Source: an optimization exercise on an open RTL-to-GDS flow (aim: small area). Production flows keep margins and buffers that such runs may drop.
The RTL was checked by simulation tests, not by an equivalence proof against the original design.
Power and IR drop assume default switching activity.

==> flow/design.v <==
module wspr_enc (
  input  wire       clk,
  input  wire       rst,       
  input  wire       we,        
  input  wire [7:0] addr,      
  input  wire [7:0] wdata,
  output reg  [7:0] rdata      
);
  localparam [31:0] POLY0 = 32'hF2D05351;
  localparam [31:0] POLY1 = 32'hE4613C47;
  localparam [161:0] SYNC = 162'b000110001101011000000011001010000011100010110011011100100100000100010101100011010010010101010110000101100010110011010000001010010000000111101001000111000100000011;
  localparam [1295:0] SRC_TAB = 1296'h55049e4d76258a39621194436c1b802f58079948712085345d0c8f3e67167b2a5201a15079288d3c651497466f1e83325b0a9c4b74238837600f92416a197e2d56059f4e77268b3a631295446d1c813059089a49722186355e0d903f68177c2b5302a04f78278c3b641396456e1d82315a099b4a732287365f0e914069187d2c54039d4c75248938611093426b1a7f2e57069847701f84335c0b8e3d66157a295100;
  localparam [21:0] K_T1  = 22'd4124224;    
  localparam [21:0] K_T2S = 22'd3485762;    
  localparam [21:0] K_T2P = 22'd65;
  localparam [21:0] K_T3  = 22'd63;
  localparam [31:0] SEEDC = 32'hDEADBF80;   
  localparam [2:0] PH_IDLE  = 3'd0,
                   PH_CHECK = 3'd1,
                   PH_NPASS = 3'd2,
                   PH_HINIT = 3'd3,
                   PH_HSTEP = 3'd4,
                   PH_MPASS = 3'd5,
                   PH_CLEAR = 3'd6,
                   PH_CONV  = 3'd7;
  localparam [2:0] E_NONE = 3'd0, E_CHAR = 3'd1, E_CALL = 3'd2, E_CMD = 3'd4;
  localparam [2:0] R0 = 3'd0, R1 = 3'd1, R10 = 3'd2, R18 = 3'd3,
                   R27 = 3'd4, R36 = 3'd5, R37 = 3'd6, R128 = 3'd7;
  localparam [2:0] D_VAL = 3'd0, D_PWR = 3'd1, D_SFX = 3'd2, D_K = 3'd3, D_HC = 3'd4;
  function lt8(input [7:0] a, input [7:0] b);
    integer k;
    reg lt, eq;
    begin
      lt = 1'b0;
      eq = 1'b1;
      for (k = 7; k >= 0; k = k - 1) begin
        lt = lt | (eq & ~a[k] & b[k]);
        eq = eq & ~(a[k] ^ b[k]);
      end
      lt8 = lt;
    end
  endfunction
  function in1n(input [4:0] v, input [4:0] n);
    in1n = (v != 5'd0) && !lt8({3'd0, n}, {3'd0, v});
  endfunction
  function is_digit(input [7:0] b);
    is_digit = (b[7:4] == 4'h3) && (!b[3] || (b[2:1] == 2'b00));
  endfunction
  function is_upper(input [7:0] b);
    is_upper = (b[7:5] == 3'b010) && in1n(b[4:0], 5'd26);
  endfunction
  function [7:0] to_upper(input [7:0] b);
    to_upper = ((b[7:5] == 3'b011) && in1n(b[4:0], 5'd26)) ? {b[7:6], 1'b0, b[4:0]} : b;
  endfunction
  reg [207:0] ob;
  reg         use_sfx;
  wire [7:0]  call_len = ob[8*10 +: 8];
  wire [7:0]  power    = ob[8*11 +: 8];
  wire [7:0]  sfx      = ob[8*25 +: 8];
  reg       busy, done;
  reg [2:0] errcode;
  wire [7:0] status = {1'b0, errcode, 1'b0, busy, (errcode != E_NONE), done};
  reg [2:0]  ph;
  reg [5:0]  cnt;
  reg [2:0]  op;
  reg [1:0]  mtype;           
  reg        f_pn, f_lall, f_lpos, f_sp4;
  reg [2:0]  carry;           
  reg [7:1]  dl;              
  reg        hcar;            
  reg [80:0] E, O;            
  reg        M0;              
  integer    i;
  wire sfx_two = (sfx >= 8'd36);
  wire sfx_bad = (sfx > 8'd81);
  wire [3:0] len4 = call_len[3:0];
  wire [3:0] comp_len = use_sfx ? (len4 + (sfx_two ? 4'd3 : 4'd2)) : (len4 + 4'd4);
  wire comp_bad = (comp_len < 4'd3) || (comp_len > 4'd10);
  wire do_shift = (call_len > 8'd2) && is_digit(ob[8*1 +: 8]) && is_upper(ob[8*2 +: 8]);
  reg [3:0] item;
  always @* begin
    item = cnt[3:0];
    if (ph == PH_NPASS) item = {1'b0, op};
    else if (ph == PH_MPASS) begin
      if (mtype == 2'd1)
        case (op)
          3'd0: item = 4'd6;
          3'd1: item = 4'd8;
          3'd2: item = 4'd7;
          default: item = 4'd9;
        endcase
      else
        case (op)
          3'd0: item = 4'd10;
          3'd1: item = 4'd11;
          default: item = 4'd12;
        endcase
    end
  end
  wire it_n   = lt8({4'd0, item}, 8'd6);
  wire it_loc = !it_n && lt8({4'd0, item}, 8'd10);
  wire norm   = it_n && (mtype != 2'd3);
  reg [3:0] ci;
  always @* begin
    case (item[2:0])
      3'd0: ci = do_shift ? 4'd15 : 4'd0;
      3'd1: ci = do_shift ? 4'd0 : 4'd1;
      3'd2: ci = do_shift ? 4'd1 : 4'd2;
      3'd3: ci = do_shift ? 4'd2 : 4'd3;
      3'd4: ci = do_shift ? 4'd3 : 4'd4;
      default: ci = do_shift ? 4'd4 : 4'd5;
    endcase
  end
  wire [1:0] hword = (op[1:0] == 2'd0) ? 2'd2 : (op[1:0] == 2'd1) ? 2'd0 : 2'd1;
  wire [3:0] hj = {hword, cnt[4:3]};
  reg [4:0] ea;
  always @* begin
    if (ph == PH_HINIT) begin
      if (use_sfx) ea = {1'b0, hj};
      else
        case (hj)
          4'd0: ea = 5'h16;
          4'd1: ea = 5'h17;
          4'd2: ea = 5'h18;
          4'd4: ea = 5'd0;
          4'd5: ea = 5'd1;
          4'd6: ea = 5'd2;
          4'd7: ea = 5'd3;
          4'd8: ea = 5'd4;
          4'd9: ea = 5'd5;
          4'd10: ea = 5'd6;
          4'd11: ea = 5'd7;
          default: ea = 5'd31;
        endcase
    end else if (it_n) begin
      if (mtype == 2'd3)
        case (item[2:0])
          3'd0: ea = 5'h11;
          3'd1: ea = 5'h12;
          3'd2: ea = 5'h13;
          3'd3: ea = 5'h14;
          3'd4: ea = 5'h15;
          default: ea = 5'h10;
        endcase
      else ea = {1'b0, ci};
    end else
      case (item)
        4'd6: ea = 5'h0C;
        4'd7: ea = 5'h0D;
        4'd8: ea = 5'h0E;
        4'd9: ea = 5'h0F;
        4'd10: ea = 5'h16;
        4'd11: ea = 5'h17;
        default: ea = 5'h18;
      endcase
  end
  reg [7:0] eb;
  always @* begin
    eb = 8'h00;
    case (ea)
      5'd0:  eb = ob[8*0 +: 8];
      5'd1:  eb = ob[8*1 +: 8];
      5'd2:  eb = ob[8*2 +: 8];
      5'd3:  eb = ob[8*3 +: 8];
      5'd4:  eb = ob[8*4 +: 8];
      5'd5:  eb = ob[8*5 +: 8];
      5'd6:  eb = ob[8*6 +: 8];
      5'd7:  eb = ob[8*7 +: 8];
      5'd8:  eb = ob[8*8 +: 8];
      5'd9:  eb = ob[8*9 +: 8];
      5'd12: eb = ob[8*12 +: 8];
      5'd13: eb = ob[8*13 +: 8];
      5'd14: eb = ob[8*14 +: 8];
      5'd15: eb = ob[8*15 +: 8];
      5'd16: eb = ob[8*16 +: 8];
      5'd17: eb = ob[8*17 +: 8];
      5'd18: eb = ob[8*18 +: 8];
      5'd19: eb = ob[8*19 +: 8];
      5'd20: eb = ob[8*20 +: 8];
      5'd21: eb = ob[8*21 +: 8];
      5'd22: eb = ob[8*22 +: 8];
      5'd23: eb = ob[8*23 +: 8];
      5'd24: eb = ob[8*24 +: 8];
      default: ;
    endcase
  end
  wire [7:0] x = (norm || it_loc) ? to_upper(eb) : eb;
  wire force_sp = norm && (((item == 4'd0) && do_shift) || !lt8({4'd0, ci}, {4'd0, len4}) ||
                           ((item == 4'd5) && f_sp4));
  wire c_dig = is_digit(x) && !force_sp;
  wire c_up  = is_upper(x) && !force_sp;
  wire c_sp  = norm ? !(c_dig || c_up) : (x == 8'h20);
  wire c_ar  = (x >= 8'h41) && (x <= 8'h52);
  wire sub10 = (it_n && item >= 4'd3) || it_loc;
  reg [5:0] val;
  always @* begin
    if (c_dig)      val = {2'd0, x[3:0]};
    else if (c_sp)  val = sub10 ? 6'd26 : 6'd36;
    else            val = {1'b0, x[4:0]} + (sub10 ? 6'd63 : 6'd9);
    if (it_loc && !f_lall) val = 6'd0;
  end
  wire n_bad = !(c_dig || c_up || c_sp) || ((item == 4'd2) && !c_dig) ||
               ((item >= 4'd3) && c_dig);
  wire l_in  = c_dig || c_ar;
  wire l_pos = (item < 4'd8) ? c_ar : c_dig;
  reg [2:0] r_sel, d_sel;
  reg       d_neg, c_dl7;
  reg [21:0] kconst;
  reg [2:0] last_mop;
  always @* begin
    r_sel = R0; d_sel = D_VAL; d_neg = 1'b0; c_dl7 = 1'b0; kconst = K_T3;
    if (ph == PH_NPASS) begin
      case (op)
        3'd0: r_sel = R0;
        3'd1: r_sel = R36;
        3'd2: r_sel = R10;
        default: r_sel = R27;
      endcase
    end else begin
      case (mtype)
        2'd1: case (op)
          3'd0: begin r_sel = R0;   d_neg = 1'b1; end
          3'd1: begin r_sel = R10;  d_neg = 1'b1; end
          3'd2: r_sel = R18;
          3'd3: r_sel = R10;
          3'd4: begin r_sel = R128; d_sel = D_PWR; end
          default: begin r_sel = R1; d_sel = D_K; kconst = K_T1; end
        endcase
        2'd2: if (use_sfx) case (op)
          3'd0: d_sel = D_SFX;
          3'd1: begin r_sel = R128; d_sel = D_PWR; end
          default: begin r_sel = R1; d_sel = D_K; kconst = K_T2S; end
        endcase else case (op)
          3'd0: r_sel = R0;
          3'd1: r_sel = R37;
          3'd2: r_sel = R37;
          3'd3: begin r_sel = R128; d_sel = D_PWR; end
          default: begin r_sel = R1; d_sel = D_K; kconst = K_T2P; c_dl7 = 1'b1; end
        endcase
        default: case (op)
          3'd0: d_sel = D_HC;
          3'd1: begin r_sel = R128; d_sel = D_PWR; d_neg = 1'b1; end
          default: begin r_sel = R1; d_sel = D_K; end
        endcase
      endcase
    end
    case (mtype)
      2'd1: last_mop = 3'd5;
      2'd2: last_mop = use_sfx ? 3'd2 : 3'd4;
      default: last_mop = 3'd2;
    endcase
  end
  wire       alu_run = (cnt != 6'd0);
  wire [4:0] bix = cnt[4:0] - 5'd1;           
  wire       head = (ph == PH_NPASS) ? O[53] : M0;
  reg        d_raw;
  always @* begin
    case (d_sel)
      D_VAL:   d_raw = (bix < 5'd6) && val[bix[2:0]];
      D_PWR:   d_raw = (bix < 5'd8) && power[bix[2:0]];
      D_SFX:   d_raw = (bix < 5'd8) && sfx[bix[2:0]];
      D_K:     d_raw = kconst[bix];
      default: d_raw = E[49];
    endcase
  end
  wire d_bit = d_raw ^ d_neg;
  reg [2:0] tsum;
  always @* begin
    case (r_sel)
      R1:   tsum = {2'd0, head};
      R10:  tsum = dl[1] + dl[3];
      R18:  tsum = dl[1] + dl[4];
      R27:  tsum = head + dl[1] + dl[3] + dl[4];
      R36:  tsum = dl[2] + dl[5];
      R37:  tsum = head + dl[2] + dl[5];
      R128: tsum = {2'd0, dl[7]};
      default: tsum = 3'd0;
    endcase
  end
  wire [3:0] asum = tsum + d_bit + carry;
  wire       alu_out = asum[0];
  reg [4:0] rot;
  always @* begin
    case (op)
      3'd0: rot = 5'd14;
      3'd1: rot = 5'd11;
      3'd2: rot = 5'd25;
      3'd3: rot = 5'd16;
      3'd4: rot = 5'd4;
      3'd5: rot = 5'd14;
      default: rot = 5'd24;
    endcase
  end
  reg y_rot;
  always @* begin
    case (rot)
      5'd14: y_rot = (cnt[4:0] >= 5'd14) ? E[35] : E[67];
      5'd11: y_rot = (cnt[4:0] >= 5'd11) ? E[38] : E[70];
      5'd25: y_rot = (cnt[4:0] >= 5'd25) ? E[24] : E[56];
      5'd16: y_rot = (cnt[4:0] >= 5'd16) ? E[33] : E[65];
      5'd4:  y_rot = (cnt[4:0] >= 5'd4)  ? E[45] : E[77];
      default: y_rot = (cnt[4:0] >= 5'd24) ? E[25] : E[57];
    endcase
  end
  wire [2:0] sq = (sfx >= 8'd76) ? 3'd4 : (sfx >= 8'd66) ? 3'd3 :
                  (sfx >= 8'd56) ? 3'd2 : (sfx >= 8'd46) ? 3'd1 : 3'd0;
  reg  [6:0] sbase;
  always @* begin
    case (sq)
      3'd0: sbase = 7'd36;
      3'd1: sbase = 7'd46;
      3'd2: sbase = 7'd56;
      3'd3: sbase = 7'd66;
      default: sbase = 7'd76;
    endcase
  end
  wire [6:0] sr  = sfx[6:0] - sbase;
  wire [7:0] st0 = (sfx <= 8'd9)  ? {4'h3, sfx[3:0]} :
                   (sfx <= 8'd35) ? {2'b0, sfx[5:0]} + 8'h37 :
                                    {5'b00110, sq};
  wire [7:0] st1 = {4'h3, sr[3:0]};
  reg [7:0] kb;
  always @* begin
    if (use_sfx) begin
      if (hj < len4)                           kb = eb;
      else if (hj == len4)                     kb = 8'h2F;
      else if (hj == len4 + 4'd1)              kb = st0;
      else if (hj == len4 + 4'd2 && sfx_two)   kb = st1;
      else                                     kb = 8'h00;
    end else begin
      if (hj < 4'd3)                           kb = eb;
      else if (hj == 4'd3)                     kb = 8'h2F;
      else if (hj - 4'd4 < len4)               kb = eb;
      else                                     kb = 8'h00;
    end
  end
  wire [3:0] seed_lo = comp_len + 4'd1;
  wire seed_bit = (cnt[4:0] < 5'd4) ? seed_lo[cnt[1:0]] : SEEDC[cnt[4:0]];
  wire h_init = (ph == PH_HINIT);
  wire h_a    = h_init ? seed_bit : (O[17] ^ E[49]);
  wire h_b    = h_init ? kb[cnt[2:0]] : !y_rot;
  wire h_cin  = (cnt[4:0] == 5'd0) ? !h_init : hcar;
  wire h_out  = h_a ^ h_b ^ h_cin;
  wire h_cout = (h_a & h_b) | (h_a & h_cin) | (h_b & h_cin);
  wire m_conv  = (ph == PH_CONV);
  wire m_clear = (ph == PH_CLEAR);
  wire m_hpass = (ph == PH_MPASS) && (mtype == 2'd3) && (op == 3'd0) && alu_run;
  wire m_hash  = (ph == PH_HINIT) || (ph == PH_HSTEP) || m_hpass;
  wire m_nring = (ph == PH_NPASS) && alu_run;
  wire m_mring = (ph == PH_MPASS) && alu_run;
  wire u       = O[32];
  wire uc      = m_conv && u;
  wire hash_tail = m_hpass ? O[17] : h_out;
  wire pre0 = M0 && POLY0[5'd31 - cnt[4:0]];
  wire pre1 = M0 && POLY1[5'd31 - cnt[4:0]];
  reg [2:0] chk_err;
  always @* begin
    chk_err = E_NONE;
    if (mtype == 2'd0)                    chk_err = E_CMD;
    else if (call_len > 8'd10)            chk_err = E_CALL;
    else if (f_pn)                        chk_err = E_CHAR;
    else begin
      case (mtype)
        2'd1: if (f_lall && !f_lpos) chk_err = E_CHAR;
        2'd2: begin
          if (use_sfx && sfx_bad) chk_err = E_CALL;
        end
        default: if ((use_sfx && sfx_bad) || comp_bad) chk_err = E_CALL;
      endcase
    end
  end
  wire host_wr = we && !busy;
  wire [7:0] wd = wdata & {8{!rst}};
  always @(posedge clk) begin
    for (i = 0; i < 26; i = i + 1)
      if (rst || (host_wr && addr == i)) ob[8*i +: 8] <= wd;
    if (rst || (host_wr && addr == 8'h1A)) use_sfx <= wd[0];
  end
  always @(posedge clk) begin
    if (rst) begin
      busy    <= 1'b0;
      done    <= 1'b0;
      errcode <= E_NONE;
      ph      <= PH_IDLE;
    end else begin
      cnt <= cnt + 6'd1;
      case (ph)
        PH_IDLE: begin
          if (host_wr && addr == 8'h1B) begin
            mtype   <= (wdata[7:2] == 6'd0) ? wdata[1:0] : 2'd0;
            busy    <= 1'b1;
            done    <= 1'b0;
                  errcode <= E_NONE;
            f_pn    <= 1'b0;
            f_lall  <= 1'b1;
            f_lpos  <= 1'b1;
            cnt     <= 6'd0;
            ph      <= PH_CHECK;
          end
        end
        PH_CHECK: begin
          if (it_n) begin
            if (n_bad) f_pn <= 1'b1;
            if (item == 4'd4) f_sp4 <= c_sp;
          end else if (it_loc) begin
            if (!l_in)  f_lall <= 1'b0;
            if (!l_pos) f_lpos <= 1'b0;
          end else if (cnt != 6'd13 && mtype == 2'd2 && !use_sfx && !(c_dig || c_up || c_sp)) begin
            f_pn <= 1'b1;    
          end
          if (cnt == 6'd13) begin
            cnt <= 6'd0;
            op  <= 3'd0;
            if (chk_err != E_NONE) begin
              busy    <= 1'b0;
              done    <= 1'b1;
              errcode <= chk_err;
              ph      <= PH_IDLE;
            end else begin
              ph <= PH_NPASS;
            end
          end
        end
        PH_NPASS: begin
          if (cnt == 6'd28) begin
            cnt <= 6'd0;
            op  <= op + 3'd1;
            if (op == 3'd5) begin
              op <= 3'd0;
              ph <= (mtype == 2'd3) ? PH_HINIT : PH_MPASS;
            end
          end
        end
        PH_HINIT: begin
          if (cnt == 6'd31) begin
            cnt <= 6'd0;
            op  <= op + 3'd1;
            if (op == 3'd2) begin
              op <= 3'd0;
              ph <= PH_HSTEP;
            end
          end
        end
        PH_HSTEP: begin
          if (cnt == 6'd31) begin
            cnt <= 6'd0;
            op  <= op + 3'd1;
            if (op == 3'd6) begin
              op <= 3'd0;
              ph <= PH_MPASS;
            end
          end
        end
        PH_MPASS: begin
          if (cnt == 6'd22) begin
            cnt <= 6'd0;
            op  <= op + 3'd1;
            if (op == last_mop) ph <= PH_CLEAR;
          end
        end
        PH_CLEAR: begin
          if (cnt == 6'd31) begin
            cnt <= 6'd0;
            ph  <= PH_CONV;
          end
        end
        default: begin   
          if (cnt == 6'd48) begin
            busy <= 1'b0;
            done <= 1'b1;
            ph   <= PH_IDLE;
          end
        end
      endcase
    end
  end
  always @(posedge clk) begin
    if (ph == PH_NPASS || ph == PH_MPASS) begin
      if (!alu_run) begin
        carry <= d_neg ? 3'd1 : (c_dl7 ? {2'd0, dl[7]} : 3'd0);
        dl    <= 6'd0;
      end else begin
        carry <= asum[3:1];
        dl    <= {dl[6:1], head};
      end
    end
    hcar <= h_cout;
  end
  always @(posedge clk) begin
    if (m_conv || m_clear || m_hash) begin
      for (i = 0; i < 31; i = i + 1)
        E[i] <= E[i+1] ^ (uc && POLY0[31-i]);
      E[31] <= m_hash ? E[32] : (m_conv ? (u && POLY0[0]) : pre0);
    end
    if (m_conv || m_hash) begin
      for (i = 32; i < 80; i = i + 1)
        E[i] <= E[i+1];
      E[80] <= m_conv ? E[0] : hash_tail;
    end
    if (m_conv || m_clear) begin
      for (i = 0; i < 17; i = i + 1)
        O[i] <= O[i+1] ^ (uc && POLY1[31-i]);
    end
    if (m_conv || m_clear || m_hash) begin
      for (i = 17; i < 31; i = i + 1)
        O[i] <= O[i+1] ^ (uc && POLY1[31-i]);
      O[31] <= m_hash ? E[0] : (m_conv ? (u && POLY1[0]) : pre1);
    end
    if (m_conv || m_mring) begin
      for (i = 32; i < 52; i = i + 1)
        O[i] <= O[i+1];
      O[52] <= m_conv ? O[53] : alu_out;
    end
    if (m_conv || m_nring) begin
      for (i = 53; i < 80; i = i + 1)
        O[i] <= O[i+1];
      O[80] <= m_conv ? O[0] : alu_out;
    end
    if (m_mring)
      M0 <= O[32];
  end
  wire [31:0] lo = 32'd1 << addr[4:0];
  wire [7:0]  hi = 8'd1 << addr[7:5];
  reg  [7:0]  rd_g0;           
  always @* begin
    rd_g0 = 8'h00;
    for (i = 0; i < 26; i = i + 1)
      rd_g0 = rd_g0 | (ob[8*i +: 8] & {8{lo[i]}});
    rd_g0 = rd_g0 | ({7'd0, use_sfx} & {8{lo[26]}}) | (status & {8{lo[28]}});
  end
  wire [255:0] symb, syncb;
  assign symb[0] = 1'b0; assign syncb[0] = 1'b0;
  assign symb[1] = 1'b0; assign syncb[1] = 1'b0;
  assign symb[2] = 1'b0; assign syncb[2] = 1'b0;
  assign symb[3] = 1'b0; assign syncb[3] = 1'b0;
  assign symb[4] = 1'b0; assign syncb[4] = 1'b0;
  assign symb[5] = 1'b0; assign syncb[5] = 1'b0;
  assign symb[6] = 1'b0; assign syncb[6] = 1'b0;
  assign symb[7] = 1'b0; assign syncb[7] = 1'b0;
  assign symb[8] = 1'b0; assign syncb[8] = 1'b0;
  assign symb[9] = 1'b0; assign syncb[9] = 1'b0;
  assign symb[10] = 1'b0; assign syncb[10] = 1'b0;
  assign symb[11] = 1'b0; assign syncb[11] = 1'b0;
  assign symb[12] = 1'b0; assign syncb[12] = 1'b0;
  assign symb[13] = 1'b0; assign syncb[13] = 1'b0;
  assign symb[14] = 1'b0; assign syncb[14] = 1'b0;
  assign symb[15] = 1'b0; assign syncb[15] = 1'b0;
  assign symb[16] = 1'b0; assign syncb[16] = 1'b0;
  assign symb[17] = 1'b0; assign syncb[17] = 1'b0;
  assign symb[18] = 1'b0; assign syncb[18] = 1'b0;
  assign symb[19] = 1'b0; assign syncb[19] = 1'b0;
  assign symb[20] = 1'b0; assign syncb[20] = 1'b0;
  assign symb[21] = 1'b0; assign syncb[21] = 1'b0;
  assign symb[22] = 1'b0; assign syncb[22] = 1'b0;
  assign symb[23] = 1'b0; assign syncb[23] = 1'b0;
  assign symb[24] = 1'b0; assign syncb[24] = 1'b0;
  assign symb[25] = 1'b0; assign syncb[25] = 1'b0;
  assign symb[26] = 1'b0; assign syncb[26] = 1'b0;
  assign symb[27] = 1'b0; assign syncb[27] = 1'b0;
  assign symb[28] = 1'b0; assign syncb[28] = 1'b0;
  assign symb[29] = 1'b0; assign syncb[29] = 1'b0;
  assign symb[30] = 1'b0; assign syncb[30] = 1'b0;
  assign symb[31] = 1'b0; assign syncb[31] = 1'b0;
  assign symb[32] = E[31]; assign syncb[32] = 1'b1;
  assign symb[33] = O[72]; assign syncb[33] = 1'b1;
  assign symb[34] = O[11]; assign syncb[34] = 1'b0;
  assign symb[35] = E[51]; assign syncb[35] = 1'b0;
  assign symb[36] = O[21]; assign syncb[36] = 1'b0;
  assign symb[37] = E[61]; assign syncb[37] = 1'b0;
  assign symb[38] = O[1]; assign syncb[38] = 1'b0;
  assign symb[39] = E[41]; assign syncb[39] = 1'b0;
  assign symb[40] = O[26]; assign syncb[40] = 1'b1;
  assign symb[41] = E[66]; assign syncb[41] = 1'b0;
  assign symb[42] = O[6]; assign syncb[42] = 1'b0;
  assign symb[43] = E[46]; assign syncb[43] = 1'b0;
  assign symb[44] = O[16]; assign syncb[44] = 1'b1;
  assign symb[45] = E[56]; assign syncb[45] = 1'b1;
  assign symb[46] = O[77]; assign syncb[46] = 1'b1;
  assign symb[47] = E[36]; assign syncb[47] = 1'b0;
  assign symb[48] = E[28]; assign syncb[48] = 1'b0;
  assign symb[49] = O[69]; assign syncb[49] = 1'b0;
  assign symb[50] = E[8]; assign syncb[50] = 1'b1;
  assign symb[51] = O[49]; assign syncb[51] = 1'b0;
  assign symb[52] = E[18]; assign syncb[52] = 1'b0;
  assign symb[53] = O[59]; assign syncb[53] = 1'b1;
  assign symb[54] = E[79]; assign syncb[54] = 1'b0;
  assign symb[55] = O[39]; assign syncb[55] = 1'b1;
  assign symb[56] = E[23]; assign syncb[56] = 1'b1;
  assign symb[57] = O[64]; assign syncb[57] = 1'b1;
  assign symb[58] = E[3]; assign syncb[58] = 1'b1;
  assign symb[59] = O[44]; assign syncb[59] = 1'b0;
  assign symb[60] = E[13]; assign syncb[60] = 1'b0;
  assign symb[61] = O[54]; assign syncb[61] = 1'b0;
  assign symb[62] = E[74]; assign syncb[62] = 1'b0;
  assign symb[63] = O[34]; assign syncb[63] = 1'b0;
  assign symb[64] = O[30]; assign syncb[64] = 1'b0;
  assign symb[65] = E[70]; assign syncb[65] = 1'b0;
  assign symb[66] = E[9]; assign syncb[66] = 1'b1;
  assign symb[67] = O[50]; assign syncb[67] = 1'b0;
  assign symb[68] = E[19]; assign syncb[68] = 1'b0;
  assign symb[69] = O[60]; assign syncb[69] = 1'b1;
  assign symb[70] = E[80]; assign syncb[70] = 1'b0;
  assign symb[71] = O[40]; assign syncb[71] = 1'b1;
  assign symb[72] = E[24]; assign syncb[72] = 1'b0;
  assign symb[73] = O[65]; assign syncb[73] = 1'b0;
  assign symb[74] = E[4]; assign syncb[74] = 1'b0;
  assign symb[75] = O[45]; assign syncb[75] = 1'b0;
  assign symb[76] = E[14]; assign syncb[76] = 1'b0;
  assign symb[77] = O[55]; assign syncb[77] = 1'b0;
  assign symb[78] = E[75]; assign syncb[78] = 1'b1;
  assign symb[79] = O[35]; assign syncb[79] = 1'b0;
  assign symb[80] = O[27]; assign syncb[80] = 1'b1;
  assign symb[81] = E[67]; assign syncb[81] = 1'b1;
  assign symb[82] = O[7]; assign syncb[82] = 1'b0;
  assign symb[83] = E[47]; assign syncb[83] = 1'b0;
  assign symb[84] = O[17]; assign syncb[84] = 1'b1;
  assign symb[85] = E[57]; assign syncb[85] = 1'b1;
  assign symb[86] = O[78]; assign syncb[86] = 1'b0;
  assign symb[87] = E[37]; assign syncb[87] = 1'b1;
  assign symb[88] = O[22]; assign syncb[88] = 1'b0;
  assign symb[89] = E[62]; assign syncb[89] = 1'b0;
  assign symb[90] = O[2]; assign syncb[90] = 1'b0;
  assign symb[91] = E[42]; assign syncb[91] = 1'b1;
  assign symb[92] = O[12]; assign syncb[92] = 1'b1;
  assign symb[93] = E[52]; assign syncb[93] = 1'b0;
  assign symb[94] = O[73]; assign syncb[94] = 1'b1;
  assign symb[95] = E[32]; assign syncb[95] = 1'b0;
  assign symb[96] = E[30]; assign syncb[96] = 1'b0;
  assign symb[97] = O[71]; assign syncb[97] = 1'b0;
  assign symb[98] = O[10]; assign syncb[98] = 1'b0;
  assign symb[99] = E[50]; assign syncb[99] = 1'b1;
  assign symb[100] = O[20]; assign syncb[100] = 1'b1;
  assign symb[101] = E[60]; assign syncb[101] = 1'b0;
  assign symb[102] = O[0]; assign syncb[102] = 1'b1;
  assign symb[103] = E[40]; assign syncb[103] = 1'b0;
  assign symb[104] = O[25]; assign syncb[104] = 1'b1;
  assign symb[105] = E[65]; assign syncb[105] = 1'b0;
  assign symb[106] = O[5]; assign syncb[106] = 1'b1;
  assign symb[107] = E[45]; assign syncb[107] = 1'b0;
  assign symb[108] = O[15]; assign syncb[108] = 1'b1;
  assign symb[109] = E[55]; assign syncb[109] = 1'b0;
  assign symb[110] = O[76]; assign syncb[110] = 1'b0;
  assign symb[111] = E[35]; assign syncb[111] = 1'b1;
  assign symb[112] = E[27]; assign syncb[112] = 1'b0;
  assign symb[113] = O[68]; assign syncb[113] = 1'b0;
  assign symb[114] = E[7]; assign syncb[114] = 1'b1;
  assign symb[115] = O[48]; assign syncb[115] = 1'b0;
  assign symb[116] = E[17]; assign syncb[116] = 1'b1;
  assign symb[117] = O[58]; assign syncb[117] = 1'b1;
  assign symb[118] = E[78]; assign syncb[118] = 1'b0;
  assign symb[119] = O[38]; assign syncb[119] = 1'b0;
  assign symb[120] = E[22]; assign syncb[120] = 1'b0;
  assign symb[121] = O[63]; assign syncb[121] = 1'b1;
  assign symb[122] = E[2]; assign syncb[122] = 1'b1;
  assign symb[123] = O[43]; assign syncb[123] = 1'b0;
  assign symb[124] = E[12]; assign syncb[124] = 1'b1;
  assign symb[125] = O[53]; assign syncb[125] = 1'b0;
  assign symb[126] = E[73]; assign syncb[126] = 1'b1;
  assign symb[127] = O[33]; assign syncb[127] = 1'b0;
  assign symb[128] = O[29]; assign syncb[128] = 1'b0;
  assign symb[129] = E[69]; assign syncb[129] = 1'b0;
  assign symb[130] = O[9]; assign syncb[130] = 1'b1;
  assign symb[131] = E[49]; assign syncb[131] = 1'b0;
  assign symb[132] = O[19]; assign syncb[132] = 1'b0;
  assign symb[133] = E[59]; assign syncb[133] = 1'b0;
  assign symb[134] = O[80]; assign syncb[134] = 1'b0;
  assign symb[135] = E[39]; assign syncb[135] = 1'b0;
  assign symb[136] = O[24]; assign syncb[136] = 1'b1;
  assign symb[137] = E[64]; assign syncb[137] = 1'b0;
  assign symb[138] = O[4]; assign syncb[138] = 1'b0;
  assign symb[139] = E[44]; assign syncb[139] = 1'b1;
  assign symb[140] = O[14]; assign syncb[140] = 1'b0;
  assign symb[141] = E[54]; assign syncb[141] = 1'b0;
  assign symb[142] = O[75]; assign syncb[142] = 1'b1;
  assign symb[143] = E[34]; assign syncb[143] = 1'b1;
  assign symb[144] = E[26]; assign syncb[144] = 1'b1;
  assign symb[145] = O[67]; assign syncb[145] = 1'b0;
  assign symb[146] = E[6]; assign syncb[146] = 1'b1;
  assign symb[147] = O[47]; assign syncb[147] = 1'b1;
  assign symb[148] = E[16]; assign syncb[148] = 1'b0;
  assign symb[149] = O[57]; assign syncb[149] = 1'b0;
  assign symb[150] = E[77]; assign syncb[150] = 1'b1;
  assign symb[151] = O[37]; assign syncb[151] = 1'b1;
  assign symb[152] = E[21]; assign syncb[152] = 1'b0;
  assign symb[153] = O[62]; assign syncb[153] = 1'b1;
  assign symb[154] = E[1]; assign syncb[154] = 1'b0;
  assign symb[155] = O[42]; assign syncb[155] = 1'b0;
  assign symb[156] = E[11]; assign syncb[156] = 1'b0;
  assign symb[157] = O[52]; assign syncb[157] = 1'b1;
  assign symb[158] = E[72]; assign syncb[158] = 1'b1;
  assign symb[159] = O[32]; assign syncb[159] = 1'b1;
  assign symb[160] = O[31]; assign syncb[160] = 1'b0;
  assign symb[161] = E[71]; assign syncb[161] = 1'b0;
  assign symb[162] = E[10]; assign syncb[162] = 1'b0;
  assign symb[163] = O[51]; assign syncb[163] = 1'b0;
  assign symb[164] = E[20]; assign syncb[164] = 1'b0;
  assign symb[165] = O[61]; assign syncb[165] = 1'b1;
  assign symb[166] = E[0]; assign syncb[166] = 1'b0;
  assign symb[167] = O[41]; assign syncb[167] = 1'b1;
  assign symb[168] = E[25]; assign syncb[168] = 1'b0;
  assign symb[169] = O[66]; assign syncb[169] = 1'b0;
  assign symb[170] = E[5]; assign syncb[170] = 1'b1;
  assign symb[171] = O[46]; assign syncb[171] = 1'b1;
  assign symb[172] = E[15]; assign syncb[172] = 1'b0;
  assign symb[173] = O[56]; assign syncb[173] = 1'b0;
  assign symb[174] = E[76]; assign syncb[174] = 1'b0;
  assign symb[175] = O[36]; assign syncb[175] = 1'b0;
  assign symb[176] = O[28]; assign syncb[176] = 1'b0;
  assign symb[177] = E[68]; assign syncb[177] = 1'b0;
  assign symb[178] = O[8]; assign syncb[178] = 1'b0;
  assign symb[179] = E[48]; assign syncb[179] = 1'b1;
  assign symb[180] = O[18]; assign syncb[180] = 1'b1;
  assign symb[181] = E[58]; assign syncb[181] = 1'b0;
  assign symb[182] = O[79]; assign syncb[182] = 1'b1;
  assign symb[183] = E[38]; assign syncb[183] = 1'b0;
  assign symb[184] = O[23]; assign syncb[184] = 1'b1;
  assign symb[185] = E[63]; assign syncb[185] = 1'b1;
  assign symb[186] = O[3]; assign syncb[186] = 1'b0;
  assign symb[187] = E[43]; assign syncb[187] = 1'b0;
  assign symb[188] = O[13]; assign syncb[188] = 1'b0;
  assign symb[189] = E[53]; assign syncb[189] = 1'b1;
  assign symb[190] = O[74]; assign syncb[190] = 1'b1;
  assign symb[191] = E[33]; assign syncb[191] = 1'b0;
  assign symb[192] = E[29]; assign syncb[192] = 1'b0;
  assign symb[193] = O[70]; assign syncb[193] = 1'b0;
  assign symb[194] = 1'b0; assign syncb[194] = 1'b0;
  assign symb[195] = 1'b0; assign syncb[195] = 1'b0;
  assign symb[196] = 1'b0; assign syncb[196] = 1'b0;
  assign symb[197] = 1'b0; assign syncb[197] = 1'b0;
  assign symb[198] = 1'b0; assign syncb[198] = 1'b0;
  assign symb[199] = 1'b0; assign syncb[199] = 1'b0;
  assign symb[200] = 1'b0; assign syncb[200] = 1'b0;
  assign symb[201] = 1'b0; assign syncb[201] = 1'b0;
  assign symb[202] = 1'b0; assign syncb[202] = 1'b0;
  assign symb[203] = 1'b0; assign syncb[203] = 1'b0;
  assign symb[204] = 1'b0; assign syncb[204] = 1'b0;
  assign symb[205] = 1'b0; assign syncb[205] = 1'b0;
  assign symb[206] = 1'b0; assign syncb[206] = 1'b0;
  assign symb[207] = 1'b0; assign syncb[207] = 1'b0;
  assign symb[208] = 1'b0; assign syncb[208] = 1'b0;
  assign symb[209] = 1'b0; assign syncb[209] = 1'b0;
  assign symb[210] = 1'b0; assign syncb[210] = 1'b0;
  assign symb[211] = 1'b0; assign syncb[211] = 1'b0;
  assign symb[212] = 1'b0; assign syncb[212] = 1'b0;
  assign symb[213] = 1'b0; assign syncb[213] = 1'b0;
  assign symb[214] = 1'b0; assign syncb[214] = 1'b0;
  assign symb[215] = 1'b0; assign syncb[215] = 1'b0;
  assign symb[216] = 1'b0; assign syncb[216] = 1'b0;
  assign symb[217] = 1'b0; assign syncb[217] = 1'b0;
  assign symb[218] = 1'b0; assign syncb[218] = 1'b0;
  assign symb[219] = 1'b0; assign syncb[219] = 1'b0;
  assign symb[220] = 1'b0; assign syncb[220] = 1'b0;
  assign symb[221] = 1'b0; assign syncb[221] = 1'b0;
  assign symb[222] = 1'b0; assign syncb[222] = 1'b0;
  assign symb[223] = 1'b0; assign syncb[223] = 1'b0;
  assign symb[224] = 1'b0; assign syncb[224] = 1'b0;
  assign symb[225] = 1'b0; assign syncb[225] = 1'b0;
  assign symb[226] = 1'b0; assign syncb[226] = 1'b0;
  assign symb[227] = 1'b0; assign syncb[227] = 1'b0;
  assign symb[228] = 1'b0; assign syncb[228] = 1'b0;
  assign symb[229] = 1'b0; assign syncb[229] = 1'b0;
  assign symb[230] = 1'b0; assign syncb[230] = 1'b0;
  assign symb[231] = 1'b0; assign syncb[231] = 1'b0;
  assign symb[232] = 1'b0; assign syncb[232] = 1'b0;
  assign symb[233] = 1'b0; assign syncb[233] = 1'b0;
  assign symb[234] = 1'b0; assign syncb[234] = 1'b0;
  assign symb[235] = 1'b0; assign syncb[235] = 1'b0;
  assign symb[236] = 1'b0; assign syncb[236] = 1'b0;
  assign symb[237] = 1'b0; assign syncb[237] = 1'b0;
  assign symb[238] = 1'b0; assign syncb[238] = 1'b0;
  assign symb[239] = 1'b0; assign syncb[239] = 1'b0;
  assign symb[240] = 1'b0; assign syncb[240] = 1'b0;
  assign symb[241] = 1'b0; assign syncb[241] = 1'b0;
  assign symb[242] = 1'b0; assign syncb[242] = 1'b0;
  assign symb[243] = 1'b0; assign syncb[243] = 1'b0;
  assign symb[244] = 1'b0; assign syncb[244] = 1'b0;
  assign symb[245] = 1'b0; assign syncb[245] = 1'b0;
  assign symb[246] = 1'b0; assign syncb[246] = 1'b0;
  assign symb[247] = 1'b0; assign syncb[247] = 1'b0;
  assign symb[248] = 1'b0; assign syncb[248] = 1'b0;
  assign symb[249] = 1'b0; assign syncb[249] = 1'b0;
  assign symb[250] = 1'b0; assign syncb[250] = 1'b0;
  assign symb[251] = 1'b0; assign syncb[251] = 1'b0;
  assign symb[252] = 1'b0; assign syncb[252] = 1'b0;
  assign symb[253] = 1'b0; assign syncb[253] = 1'b0;
  assign symb[254] = 1'b0; assign syncb[254] = 1'b0;
  assign symb[255] = 1'b0; assign syncb[255] = 1'b0;
  reg sym_bit, sync_bit;
  always @* begin
    sym_bit = 1'b0;
    sync_bit = 1'b0;
    for (i = 1; i < 8; i = i + 1) begin
      sym_bit  = sym_bit  | (hi[i] & |(symb[32*i +: 32] & lo));
      sync_bit = sync_bit | (hi[i] & |(syncb[32*i +: 32] & lo));
    end
  end
  wire [7:0] rd_mux = hi[0] ? rd_g0 : {6'd0, sym_bit, sync_bit};
  always @(posedge clk)
    rdata <= rd_mux;
endmodule
==> flow/flow/run.sh <==
#!/bin/bash
# Standard layout, with clock tree synthesis told not to add dummy loads.
set -e
export CTS_ARGS="-sink_clustering_enable -repair_clock_nets -buf_list sky130_fd_sc_hd__clkbuf_4 -sink_clustering_size 8 -sink_clustering_max_diameter 40 -dont_use_dummy_load"
bash standard.sh > standard.log 2>&1
==> flow/standard.sh <==
#!/bin/bash
# synth_recipe.tcl (not shown) runs the flow's synth.tcl, then flattens the netlist and writes it again
# the make line also repeats each setting of config.mk as NAME=value (left out here)
make -C /OpenROAD-flow-scripts/flow DESIGN_CONFIG=/design/flow/config.mk WORK_HOME=/design/flow/orfs CLKGATE_MAP_FILE= SYNTH_SCRIPT=/design/flow/synth_recipe.tcl "${@:-finish}"
==> flow/config.mk <==
export PLATFORM = sky130hd
export DESIGN_NAME = wspr_enc
export DESIGN_NICKNAME = wspr_enc
export VERILOG_FILES = /design/flow/design.v
export SDC_FILE = /design/flow/constraint.sdc
export NUM_CORES = 4
export LEC_CHECK = 0
export ABC_AREA = 1
export CAP_MARGIN = 20
export CORE_MARGIN = 2
export CORE_UTILIZATION = 65
export GPL_TIMING_DRIVEN = 0
export PLACE_DENSITY = 0.75
export SLEW_MARGIN = 20
==> flow/constraint.sdc <==
create_clock -name core_clock -period 25.0 [get_ports {clk}]
set_input_delay 5.0000 -clock core_clock [delete_from_list [all_inputs] [get_ports {clk}]]
set_output_delay 5.0000 -clock core_clock [all_outputs]
set_load 0.01 [all_outputs]
==> run summary, run 1 <==
- Clock-pin slew of the registers on the worst-case setup and hold paths: ~0.09 ns
* Clock period minus worst slack: 9.07 ns
- Remaining number of nets flagged by the antenna check after routing: 0
- A synthesized cell averages approximately 9.3 µm².
* Most common flop cell mapped by yosys: edfxtp_1
- Of the post-synthesis cell area, the dominant cell type holds 52.9%.
- Global routing usage on met2: a little under 70%
- The worst setup path is captured at a flop.
* Chain of cells forming the critical path: clkdlybuf4s50_1 -> buf_1 -> nor2_1 -> clkbuf_1 -> inv_1 -> o21ai_0 -> a21oi_1 -> nand4_1 -> a2111oi_0 -> o211ai_1 -> a221oi_1 -> nand4_1 -> a211oi_1 -> o2111ai_1
- Clock tree from TritonCTS: done
* Count of warnings emitted by yosys: 1
- The floorplan has 68 rows.
* Total Die Area: 36100 µm²
- Setup repair after global routing left no endpoint under its margin.
- The tree is rooted in a clkbuf_4.
- Dominant combinational cell family by area after synthesis: simple AND/OR/NAND/NOR gates
- Area added between synthesis and finish: 6.95%
- Highest cell delay on the worst timing path: about 0.77 ns
* Crit path DAT: between 9 and 10 ns
* Most common cell on crit path: nand4_1
- Wirelength, routed: between 80000 and 90000 µm
* Top area cells in the synthesized netlist: edfxtp_1 (53%), nand2_1 (9.2%), inv_1 (4.8%)
- Initial antenna violation count: 4
- Adder-Cell Fraction of Synth Area: 3.57%
- Number of fill cells: approximately 2600
- Share of the clock period used by the worst path: between 30 and 40%
* Largest fanout of any net on the critical path: 10
- For the pin with the worst max-slew slack, the measured transition is 1.17 ns.
- Net Count, Synth: around 2500
* Portion of netlist area occupied by mux cells: 0.0945%
* Max-slew violation count: 0
* Max Cap Viol: 0
* Clock latency on the worst-skew pair: 0.89 ns
- In this run the static leakage power is 9.58 nW.
- Based on the critical path, the design can be clocked at up to approximately 0.11 GHz.
* Die Y: 190 µm
* Combined flip-flop and latch cell area: between 10000 and 15000 µm²
* Grt total ovfl: 0
- Weighted congestion reported at the end of routability-driven placement: between 1 and 1.5
- The H-tree generated during clock tree synthesis spans 3 levels.
- Per-cell routed wire length: 27.5 µm
- Power comes to between 2 and 3 mW.
* Largest net degree at the start of global routing: 48
* Kind of start point of the critical path: primary input
- The worst pin sits at a relative slew slack of 19.7%.
- Global routing usage on met1: 55.7%
- XOR/XNOR Fraction of Synth Area: ~1.9%
- Overall global routing resource usage: roughly 45%
- Commonest non-fill, non-tap cell in the layout: nand2_1
- The via count of the first global-routing pass was 19400.
- Worst ir drop on vdd: between 0.1 and 0.15 mV
* Final setup viols: 0
- For this run, design rule violations remaining after detail routing come to 0.
* Boundary pin count: 27
* Cell variety after synth: 68
* Num CTS Buffers: 69
* Max clock buf depth: 3
* Hold Violations, Final: 0
- Final TNS setup: 0 ns
- Summing all multi-input logic gate instances after layout gives just under 9000 µm².
- Core region area: roughly 34000 µm²
- Final net count: around 2600
* Seq cells post-synth: 414
* Initial drt markers: 3713
- In the synthesized netlist the async set-or-reset flop fraction comes to 0%.
- Class of the tightest hold or removal check: flop to flop
- Once detailed placement completed, the half-perimeter wirelength came to between 60000 and 70000 µm.
- After clock tree synthesis, the repair step resized 0 gates.
- Clock tree synthesis found a total of 414 sinks.
* Run status: no timing/DRC/antenna violations
- The global routing stage identified its most utilized layer as met2.
- edfxtp_1 takes more of the synthesized area than any other cell.
- Required time at the worst-slack endpoint: 25.59 ns
* Wire length of the first global-routing pass: roughly 120000 µm
* Fraction of final layout cells sized beyond drive strength 1: roughly 7.0%
- Total number of vias: 20400
- Of the total synthesized cell area, the portion taken by AND, OR, NAND and NOR gates is between 20% and 30%.
- In this run the tool buffered the top-level ports with 25 buffer cells.
- Sequential fraction of the synthesis area: roughly 54%
- Dividing total power by cell area gives a power density of 122 nW/µm².
- The critical path in this run is classified as primary input to flop.
- The cell count after synthesis came out at roughly 2400.
* Number of enable-type register cells in the synthesized netlist: 397
- Worst-case setup margin in the final layout: 15.93 ns
- Total standard cell area after synthesis: approximately 23000 µm²
- Setup Buffers After CTS: 0
* Post-CTS Hold Buffers: 0
* GRT met3 Usage: approximately 16%
- Measured along the x axis, the die boundary spans 190 µm.
- Leading cell types in the layout, fill and taps excluded: nand2_1 (550), edfxtp_1 (397), inv_1 (287)
- In the routed layout, each cell is associated on average with a via count of 6.87.
- Summing the areas of all compound-gate instances in the mapped netlist gives between 10 and 15% of the synthesized area.
* Post-Place Setup Slack: between 15 and 20 ns
- On the critical path, the stage with the largest delay is an instance of a211oi_1.
- Starting density of the core: 65.7%
* Final worst clock skew: about 0.15 ns
- The first detailed-routing pass took 10 iterations.
## worst max-delay path, delay by kind of cell
family	cells	cell delay [ns]
and+or+nand+nor	3	0.65
AOI/OAI and AO/OA	7	2.39
buffers and inverters	4	1.64
## cells by family (layout without fill, tap and decap cells)
family | count (synthesis) | count (layout)
buf+inv | 382 | 487
compound gates | 415 | 415
xor+xnor | 50 | 50
other cells | 0 | 4
flops | 414 | 414
simple gates | 1090 | 1090
mux | 2 | 2
fa+ha+maj | 60 | 60
## path summary, 6_finish.rpt
kind / start / end / slack [ns] / cells past startpoint
max: addr[4] / rdata[1] / 15.93 / 14
min: O[79] / O[78] / 0.41 / 0
max reg2reg: ob[82] / carry[0] / 16.29 / 45
min reg2reg: O[79] / O[78] / 0.41 / 0
## Yosys cell counts (6+ instances only)
cell type,n
clkbuf_1,46
nor4_1,10
o211ai_1,20
a211oi_1,10
nand3_1,129
a41oi_1,8
a22oi_1,9
edfxtp_1,397
a32o_1,6
a22o_1,19
nand2_1,551
fa_1,7
xor2_1,40
inv_1,287
nand3_2,6
buf_2,17
nand2_2,11
o221ai_1,7
o21ai_0,129
inv_2,18
a21oi_1,67
dfxtp_1,17
clkinv_1,6
nor3_1,40
xnor2_1,10
nor2_2,12
a31oi_1,6
o2111ai_1,21
a2111oi_0,13
o22ai_1,10
nor2_1,240
a221oi_1,54
nand4_1,73
ha_1,53
## sequential cells by signal, indices dropped and copies added, names as in the netlist, 6 cells and up
name,flops
E,81
O,81
cnt,6
dl,7
ob,208
rdata,8
## power breakdown
part           internal (mW)  switching [mW]  leakage (nW)
Sequential             0.916          0.0842          4.02
Combinational          0.434            1.14          5.24
Clock                  0.126           0.239         0.317
## area by class of cell
type                    count  share of cell area, %
repair buffers             36                   1.60
plain buffers              71                   1.29
flip-flops and latches    414                   50.9
diodes                      4                 0.0416
clock buffers              69                   2.15
inverters                 311                   4.85
well taps                 455                   2.36
multi-input cells        1617                   36.8
## stage by stage
stage	cells	utilization, %	hold slack [ns]	area, µm²
after floorplan	2413	-	0.422	22500
after global placement	2893	68.1	0.428	23300
after detailed placement	2904	68.7	0.434	23500
after CTS	2973	70.2	0.381	24100
after global routing	2974	70.2	0.404	24100
final	2977	70.2	0.412	24100
## layer usage
layer / vias to the layer above / wire [µm]
met5: - / 159
met4: 8 / 6160
met3: 447 / 12300
met2: 1831 / 35600
met1: 9457 / 27600
li1: 8705 / -
==> run 2: changes to the inputs <==
--- a/flow/config.mk
+++ b/flow/config.mk
@@ -8,7 +8,7 @@
 export ABC_AREA = 1
 export CAP_MARGIN = 20
 export CORE_MARGIN = 2
-export CORE_UTILIZATION = 65
+export CORE_UTILIZATION = 40
 export GPL_TIMING_DRIVEN = 0
-export PLACE_DENSITY = 0.75
+export PLACE_DENSITY = 0.6
 export SLEW_MARGIN = 20
==> run 2 against run 1 <==
  * Total power down 0.34%
  * Area after synthesis is the same
  * Via count decreased by 4.7%
  * Clock skew shrank 0.039 ns
  * Die area rose by 61%
  * Critical path type unchanged
  * First-iteration DRC count is 31% lower
  * Still clean
  * Clock power grew 5%
  * Routed wire length up 4.5%
  * Flip-flop and latch count is the same
  * Final area increased by 1.8%
  * Non-clock buffer count shrank 2
==> run summary, run 2 <==
- The routed wire length came to 85500 µm (was 81800 µm).
- Number of cells on the worst reg-to-reg path: 46 (was 45)
- The placeable core region came to 55400 µm² (was 34300 µm²).
* Hold path endpoint: O[38] (was O[78])
* Commonest non-fill, non-tap cell in the layout: nand2_1 (unchanged)
- The number of buffers and inverters on the critical path was 4 (unchanged).
- Largest fanout of any net on the critical path: 10 (unchanged)
- The number of flops mapped to enable cells by yosys was 397 (unchanged).
- The number of failing hold endpoints at the final stage was 0 (unchanged).
* Final HPWL from detailed placement: 64600 µm (was 61300 µm)
* Share of the clock period used by the worst path: 38.6% (was 36.3%)
- The via count of the first global-routing pass came to 18300 (was 19400).
* Total standard cell area after synthesis: 22500 µm² (unchanged)
- The worst IR drop on VDD is 0.0652 mV (was 0.117 mV).
- The signal arrival time at the worst endpoint was 10.26 ns (was 9.67 ns).
- Dominant combinational cell family by area after synthesis: simple AND/OR/NAND/NOR gates (unchanged)
- Unrepaired setup endpoints after global routing: no (unchanged)
- Max Cap Viol: 0 (unchanged)
* Final worst clock skew: 0.109 ns (was 0.148 ns)
* Net Count, Synth: 2492 (unchanged)
* Num CTS Buffers: 77 (was 69)
- The start-to-end type of the worst setup path is primary input to flop (unchanged).
- Leakage Power: 9.61 nW (was 9.58 nW)
- The via-per-instance ratio is 5.95 (was 6.87).
- Clock latency on the worst-skew pair: 0.84 ns (was 0.89 ns)
- The max-slew headroom at the worst pin was 21.2% (was 19.7%).
* Cell variety after synth: 68 (unchanged)
- Share of async-settable or async-resettable flops after synthesis: 0% (unchanged)
- Share of Yosys cell area claimed by the top area cell type: 52.9% (unchanged)
- Fraction of final layout cells sized beyond drive strength 1: 7.33% (was 6.99%)
- Overall power consumption: 2.93 mW (was 2.94 mW)
* Kind of start point of the critical path: primary input (unchanged)
* Power density over the cells: 120 nW/µm² (was 122 nW/µm²)
- The setup violation total in the final timing report is 0 (unchanged).
* XOR/XNOR Fraction of Synth Area: 1.94% (unchanged)
- The initial antenna violation count is 4 (unchanged).
- Number of standard cells in the final layout excluding fillers: 3275 (was 2977)
- Per-cell routed wire length: 26.1 µm (was 27.5 µm)
- The gate count after technology mapping is 2413 (unchanged).
* Wire length of the first global-routing pass: 124000 µm (was 119000 µm)
- The synthesis-to-layout area growth was 8.90% (was 6.95%).
- The reg-to-reg critical path endpoint is carry[0] (unchanged).
* Startpoint of the most critical register-to-register path: op[0] (was ob[82])
* Most repeated cell in the gate-level netlist after synthesis: nand2_1 (unchanged)
- # resized after CTS: 0 (unchanged)
- Hold Path Stages: 0 (unchanged)
* Final net count: 2605 (was 2599)
- The most common cell type on the critical path is nand4_1 (unchanged).
- The cell area after placement was 23900 µm² (was 23500 µm²).
* Die Y: 241 µm (was 190 µm)
- The worst-path cell with the longest stage delay is a2111oi_0 (was a211oi_1).
- Transition time at the pin with the least slew margin: 1.18 ns (was 1.17 ns)
* Chain of cells forming the critical path: clkdlybuf4s50_1 -> buf_1 -> nor2_1 -> clkbuf_1 -> inv_1 -> o21ai_0 -> a21oi_1 -> nand4_1 -> a2111oi_0 -> o211ai_1 -> a221oi_1 -> nand4_1 -> a211oi_1 -> o2111ai_1 (unchanged)
- Deepest level of the CTS H-tree: 3 (unchanged)
- Clock-pin slew of the registers on the worst-case setup and hold paths: 0.07 ns (was 0.09 ns)
* I/O Buffers: 25 (unchanged)
- The final global-route overflow total came to 0 (unchanged).
- Cell types with the highest counts after synthesis: nand2_1 (551), edfxtp_1 (397), inv_1 (287), nor2_1 (240) (unchanged)
- Portion of netlist area occupied by mux cells: 0.0945% (unchanged)
- The most area-hungry cell type in the Yosys netlist is edfxtp_1 (unchanged).
* Setup Buffers After CTS: 0 (unchanged)
- The setup slack of the worst register-to-register path was 16.65 ns (was 16.29 ns).
* Remaining routing DRC violations: 0 (unchanged)
- The CTS tree was done (unchanged).
* Highest attainable clock frequency: 0.104 GHz (was 0.110 GHz)
- Leading cell types in the layout, fill and taps excluded: nand2_1 (549), edfxtp_1 (397), inv_1 (287) (was nand2_1 (550), edfxtp_1 (397), inv_1 (287))
- Row count: 86 (was 68)
* Clock period minus worst slack: 9.65 ns (was 9.07 ns)
- Highest cell delay on the worst timing path: 0.80 ns (was 0.77 ns)
- The startpoint of the worst hold path is O[39] (was O[79]).
- The path category of the worst min-delay check is flop to flop (unchanged).
* Final TNS setup: 0 ns (unchanged)
- Required time at the worst-slack endpoint: 25.61 ns (was 25.59 ns)
* Total number of vias: 19500 (was 20400)
* Worst hold-check slack: 0.410 ns (was 0.412 ns)
- The average instance area after synthesis was 9.33 µm² (unchanged).
* Adder-Cell Fraction of Synth Area: 3.57% (unchanged)
- Number of fill cells: 5385 (was 2637)
- Buffer cell driving the clock tree root: clkbuf_4 (unchanged)
* Register containing the most flip-flops in the final layout: ob (unchanged)
- The area share of and/or/nand/nor cells after synthesis came to 20.9% (unchanged).
* Leading registers by flop count: ob: 208 flops, E: 81 flops, O: 81 flops (unchanged)
* Overall global routing resource usage: 29.7% (was 45.4%)
* Sequential fraction of the synthesis area: 54.5% (unchanged)
- The flip-flop count of the largest register after layout was 208 (unchanged).
- Initial drt markers: 2577 (was 3713)
- Weighted congestion reported at the end of routability-driven placement: 1.01 (was 1.08)
- Most common flop cell mapped by yosys: edfxtp_1 (unchanged)
- Run status: no timing/DRC/antenna violations (unchanged)
- The cell type group with the largest total delay on the critical path is compound AO/OA/AOI/OAI gates (unchanged).
* Complex-gate fraction of the synthesized area: 12.5% (unchanged)
- Placed cells: 3195 (was 2904)
- Post-route standard cell area excluding fillers: 24500 µm² (was 24100 µm²)
- Seq cells post-synth: 414 (unchanged)
* Starting density of the core: 40.6% (was 65.7%)
- The width of the die is 241 µm (was 190 µm).
- The pin count of the biggest net entering global routing is 50 (was 48).
* Count of warnings emitted by yosys: 1 (unchanged)
* Total clock sinks: 414 (unchanged)
- The number of buffers between clock root and the deepest sink is 3 (unchanged).
* Post-CTS Hold Buffers: 0 (unchanged)
* Remaining number of nets flagged by the antenna check after routing: 0 (unchanged)
- Top area cells in the synthesized netlist: edfxtp_1 (53%), nand2_1 (9.2%), inv_1 (4.8%) (unchanged)
* Max-slew violation count: 0 (unchanged)
- The count of TritonRoute iterations in the first routing pass came to 6 (was 10).
* Boundary pin count: 27 (unchanged)
* Total Die Area: 58200 µm² (was 36100 µm²)
- The kind of capture point of the worst setup path was a flop (unchanged).
run 2: per-layer routing:
metal	share of wire (%)	wire, µm	track usage (%)	vias up
li1	-	-	-	8686
met1	41	34900	40.4	9419
met2	44	37900	45.7	1168
met3	10	8910	6.36	209
met4	4.5	3830	13.2	2
met5	0.014	12	0	-
run 2: where the power goes:
| group | internal [mW] | total (mW) | switching (mW) |
|---|---|---|---|
| Sequential | 0.916 | 1.00 | 0.0847 |
| Combinational | 0.432 | 1.55 | 1.12 |
| Clock | 0.140 | 0.383 | 0.243 |
| Total | 1.49 | 2.93 | 1.44 |
run 2: cell type report:
| type | count | area, µm² | area share [%] |
|---|---|---|---|
| timing repair buffer | 34 | 372 | 1.52 |
| antenna | 3 | 7.51 | 0.0306 |
| tap | 748 | 936 | 3.82 |
| buffer | 71 | 310 | 1.27 |
| clock buffer | 77 | 578 | 2.36 |
| sequential | 414 | 12300 | 50.0 |
| inverter | 311 | 1170 | 4.76 |
| multi-input combinational | 1617 | 8890 | 36.2 |
run 2: worst max path at each step:
stage	from	slack (ns)	depth (start not counted)	end
5_1_grt	addr[4]	15.53	14	rdata[1]
6_report	addr[4]	15.35	14	rdata[1]
3_5_place_dp	addr[4]	14.81	14	rdata[1]
3_3_place_gp	addr[4]	14.78	14	rdata[1]
2_1_floorplan	addr[4]	17.85	14	rdata[7]
4_1_cts	addr[4]	15.65	14	rdata[1]
run 2: cell families after synthesis:
family          after synthesis
buf+inv                     382
fa+ha+maj                    60
mux                           2
simple gates               1090
flops                       414
compound gates              415
xor+xnor                     50
run 2: stage by stage:
step                util, %  setup WS, ns
floorplan                 -         17.85
global placement       42.8         14.78
detailed placement     43.2         14.81
CTS                    44.2         15.65
global route           44.2         15.53
finish                 44.2         15.35
run 2: worst register-to-register path, delay by kind of cell, from the launching register on:
kind	cells	cell delay, ns
AOI/OAI and AO/OA	2	0.31
adders and majority gates	4	1.56
buffers and inverters	5	1.02
DFF	1	0.55
and+or+nand+nor	35	4.64
==> run 3: changes to the inputs <==
==> flow/flow/run.sh (replaced) <==
#!/bin/bash
set -e
export PRE_GLOBAL_PLACE_TCL="$(pwd)/flow/rmbuf.tcl"
export CTS_ARGS="-sink_clustering_enable -repair_clock_nets -buf_list sky130_fd_sc_hd__clkbuf_4 -sink_clustering_size 8 -sink_clustering_max_diameter 40 -dont_use_dummy_load"
bash standard.sh > standard.log 2>&1
==> flow/flow/rmbuf.tcl (new file) <==
# Before global placement: take out the buffers synthesis left in the netlist
# (the standard flow does this only in its timing-driven placement mode).
remove_buffers
==> run 3 against run 2 <==
  * Clock skew up 0.021 ns
  * Final area barely moved
  * Via count is 2.4% lower
  * Core utilization barely moved
  * Still clean on timing, DRC and antenna
  * Total power decreased by 1.1%
  * Clock-buffer cell count did not move
  * Largest cell class unchanged
  * Area after synthesis stayed put
  * Critical path depth decreased by 2
  * Combinational power fell by 3%
  * First-iteration DRC count down 8.2%
  * Highest routed layer is now met4
  * Sequential share of layout area hardly changed
  * Clock power grew 1%
==> run summary, run 3 <==
- The clock share of power came to 13.4% (was 13.1%).
- The worst-case setup slack after placement came to 14.81 ns (about the same).
- Number of cells on the worst reg-to-reg path: 41 (was 46)
* First-pass detailed-route iteration total: 9 (was 6)
- Sequential group share of total power: 34.9% (was 34.1%)
* Number of fill cells: 5295 (was 5385)
* Power dissipated by switching net loads: 1.42 mW (was 1.44 mW)
- The cell area after layout is 24500 µm² (about the same).
* Seq cells post-synth: 414 (unchanged)
- Cell variety after synth: 68 (unchanged)
- The placeable core region is 55400 µm² (unchanged).
* Clock-pin slew of the registers on the worst-case setup and hold paths: 0.08 ns (was 0.07 ns)
* Final HPWL from detailed placement: 59800 µm (was 64600 µm)
- The fraction of power spent switching nets is 48.9% (was 49.2%).
- The CTS tree is done (unchanged).
- Total clock sinks: 414 (unchanged)
- Leakage Power: 9.57 nW (was 9.61 nW)
- Grt total ovfl: 0 (unchanged)
- The DRC violation total after the first TritonRoute iteration is 2366 (was 2577).
- Max-slew violation count: 0 (unchanged)
* Run status: no timing/DRC/antenna violations (unchanged)
* Buffer cell driving the clock tree root: clkbuf_4 (unchanged)
- The synthesis-to-layout area growth was 8.89% (was 8.90%).
- The reg-to-reg critical path endpoint was carry[1] (was carry[0]).
* Leading cell types in the layout, fill and taps excluded: nand2_1 (548), edfxtp_1 (397), inv_1 (286) (was nand2_1 (549), edfxtp_1 (397), inv_1 (287))
* Overall power consumption: 2.90 mW (was 2.93 mW)
- The total vias in the final route was 19000 (was 19500).
- Remaining routing DRC violations: 0 (unchanged)
- Top area cells in the synthesized netlist: edfxtp_1 (53%), nand2_1 (9.2%), inv_1 (4.8%) (unchanged).
* Boundary pin count: 27 (unchanged)
* # resized after CTS: 0 (unchanged)
* Share of async-settable or async-resettable flops after synthesis: 0% (unchanged)
- Starting density of the core: 40.6% (unchanged)
- Cell type with the largest total area after synthesis: edfxtp_1 (unchanged)
- Clock period minus worst slack: 9.38 ns (was 9.65 ns)
* Total Die Area: 58200 µm² (unchanged)
- Flip-flop count of the largest register after layout: 208 (unchanged)
- The start-to-end type of the worst setup path is primary input to flop (unchanged).
- Remaining max-slew budget at the tightest pin: 18.8% (was 21.2%)
* Worst ir drop on vdd: 0.0898 mV (was 0.0652 mV)
- The endpoint of the worst hold path is E[18] (was O[38]).
* Most common flop cell mapped by yosys: edfxtp_1 (unchanged)
- The cell area after synthesis came to 22500 µm² (unchanged).
* Startpoint of the lowest-slack hold path: E[19] (was O[39])
* Combined flip-flop and latch cell area: 12300 µm² (unchanged)
* I/O Buffers: 26 (was 25)
* Setup Buffers After CTS: 0 (unchanged)
- The combinational share of power is 51.8% (was 52.8%).
- Worst-case setup margin in the final layout: 15.63 ns (was 15.35 ns)
* Final setup viols: 0 (unchanged)
- The post-synthesis sequential area ratio was 54.5% (unchanged).
- The most frequent standard cell in the layout excluding fill and tap cells was nand2_1 (unchanged).
* Unrepaired setup endpoints after global routing: no (unchanged)
- Post-CTS Hold Buffers: 0 (unchanged)
* Largest net degree at the start of global routing: 50 (unchanged)
- The maximum net fanout on the critical path was 22 (was 10).
- Cell-internal power: 1.48 mW (was 1.49 mW)
* Transition time at the pin with the least slew margin: 1.21 ns (was 1.18 ns)
* Leading registers by flop count: ob: 208 flops, E: 81 flops, O: 81 flops (unchanged)
- Startpoint of the most critical register-to-register path: ph[2] (was op[0])
- Worst hold-check slack: 0.411 ns (was 0.410 ns)
- The average instance area after synthesis was 9.33 µm² (unchanged).
- The worst hold path cell count was 0 (unchanged).
* Clock latency on the worst-skew pair: 0.89 ns (was 0.84 ns)
- The number of flops mapped to enable cells by yosys is 397 (unchanged).
- The maximum operating frequency is 0.107 GHz (was 0.104 GHz).
- Net Count, Synth: 2492 (unchanged)
- Deepest level of the CTS H-tree: 3 (unchanged)
- The die span in y came to 241 µm (unchanged).
* Share of Yosys cell area claimed by the top area cell type: 52.9% (unchanged)
* Number of global-route vias before repair: 18300 (about the same)
* Class of the tightest hold or removal check: flop to flop (unchanged)
- Final worst clock skew: 0.129 ns (was 0.109 ns)
* Share of the clock period used by the worst path: 37.5% (was 38.6%)
- Area after detailed placement: 23900 µm² (unchanged)
- The power per unit of standard cell area is 118 nW/µm² (was 120 nW/µm²).
- Count of warnings emitted by yosys: 1 (unchanged)
- Width of the die: 241 µm (unchanged)
- The average detailed-routed wire length per instance came to 25.1 µm (was 26.1 µm).
- The signal arrival time at the worst endpoint was 10.03 ns (was 10.26 ns).
- Hold Violations, Final: 0 (unchanged)
- The most numerous cell in the Yosys netlist was nand2_1 (unchanged).
* Final TNS setup: 0 ns (unchanged)
* Kind of start point of the critical path: primary input (unchanged)
- The setup slack of the worst register-to-register path was 16.22 ns (was 16.65 ns).
- The via-per-instance ratio was 5.91 (was 5.95).
- The share of post-route cells with drive strength above 1 came to 8.10% (was 7.33%).
* Row count: 86 (unchanged)
* Overall global routing resource usage: 28.1% (was 29.7%)
- Max Cap Viol: 0 (unchanged)
- The CTS buffer count was 77 (unchanged).
- The global placement routability congestion is 0.966 (was 1.01).
* Wire length of the first global-routing pass: 119000 µm (was 124000 µm)
* Element type at the critical path end: flop (unchanged)
- The routed wire length is 80800 µm (was 85500 µm).
* Total area of multi-input combinational cells: 8950 µm² (was 8890 µm²)
- The post-layout net count was 2551 (was 2605).
- The residual antenna-violating net count after detailed routing is 0 (unchanged).
- The initial antenna violation count was 2 (was 4).
- Max clock buf depth: 3 (unchanged)
- Cell types with the highest counts after synthesis: nand2_1 (551), edfxtp_1 (397), inv_1 (287), nor2_1 (240) (unchanged).
* Required time at the worst-slack endpoint: 25.66 ns (was 25.61 ns)
- Post-synthesis cell count: 2413 (unchanged)
- Register containing the most flip-flops in the final layout: ob (unchanged)
==> run 3: cell counts after synthesis <==
Identical to the previous run, type by type.
==> run 3: layout make-up <==
class | instances | share of cell area, %
multi-input combinational | 1617 | 36.5
timing repair buffer | 51 | 2.53
clock buffer | 77 | 2.36
tap | 748 | 3.82
antenna | 3 | 0.0306
sequential | 414 | 50.0
inverter | 311 | 4.76
==> run 3: critical path: stages <==
cell	delay (ns)
clkdlybuf4s50_1	1.25
nor2_2	0.44
inv_1	0.33
o21ai_0	0.11
a21oi_1	0.20
nand4_1	0.21
a2111oi_0	0.69
o211ai_1	0.34
a221oi_1	0.37
nand4_1	0.17
a211oi_1	0.60
o2111ai_1	0.30
==> run 3: how the worst max path moves through the flow <==
stage	startpoint	endpoint	slack (ns)	cells after the start
3_5_place_dp	addr[4]	rdata[1]	14.81	12
2_1_floorplan	addr[4]	rdata[7]	17.85	14
3_3_place_gp	addr[4]	rdata[1]	14.78	12
4_1_cts	addr[4]	rdata[1]	15.69	12
5_1_grt	addr[4]	rdata[1]	15.53	12
6_report	addr[4]	rdata[1]	15.63	12
==> run 3: power by group through the flow <==
stage	clock network, mW	registers, mW	logic, mW
CTS	0.391	1.01	1.47
detailed placement	0	1.02	1.47
global placement	0	1.03	1.40
floorplan	0	0.973	1.00
global route	0.420	1.02	1.65
finish	0.387	1.01	1.50
==> run 3: cell families (layout without fill, tap and decap cells) <==
group	after synthesis	after routing	synth area share (%)
multiplexers	2	2	0.0945
other	0	3	0
buffers and inverters	382	439	6.56
XOR/XNOR	50	50	1.94
flip-flops	414	414	54.5
AO/OA/AOI/OAI	415	415	12.5
adder cells (fa/ha/maj)	60	60	3.57
AND/OR/NAND/NOR	1090	1090	20.9
==> run 3: through the flow <==
stage                     util [%]  instances
after global placement        42.2       3116
after detailed placement      43.2       3141
after floorplan                  -       2413
after global routing          44.2       3221
final                         44.2       3221
after CTS                     44.2       3218
==> run 3: layer usage <==
metal  vias to the layer above  share of wire, %  global-route usage (%)  wire, µm
met5                         -                 0                       0         0
met4                         0               4.3                    11.8      3450
met3                       207               9.5                    6.39      7690
met2                      1024                45                    43.4     36100
met1                      9215                42                    38.1     33600
li1                       8577                 -                       -         -

-- port drivers added, routing unchanged --
The results above use ideal ports. As a check the final layouts listed here were re-extracted and re-timed, cells and wires unchanged. Step 1, drivers: a clkbuf_16 drives clk and a buf_2 each remaining input, both assumed. Step 2 adds t to the input delays and takes it off the output delays; t is the mean of the earliest and latest rising clock arrival at the registers after step 1. Input paths then give back, and output paths get back, about the clock's delay inside the block. a / b / c = no drivers / after step 1 / after step 2; a / b = the first two.
| run | t, ns | setup slack, ns | hold WS [ns] | latest minus earliest clock arrival (ns) | slew at the worst register clock pin (ns) |
|---|---|---|---|---|---|
| run 1 | 0.869 | 15.926 / 15.951 / 15.082 | 0.412 / 0.412 / 0.412 | 0.153 / 0.153 | 0.10 / 0.10 |
| run 2 | 0.855 | 15.346 / 15.378 / 14.524 | 0.410 / 0.410 / 0.410 | 0.126 / 0.127 | 0.10 / 0.10 |
| run 3 | 0.886 | 15.625 / 15.626 / 14.740 | 0.411 / 0.411 / 0.411 | 0.129 / 0.130 | 0.11 / 0.11 |
After both steps setup and hold are still met in every run listed. For run 3, which loses most, drivers alone change the setup slack by +0.001 ns; drivers and shift together by -0.885 ns.
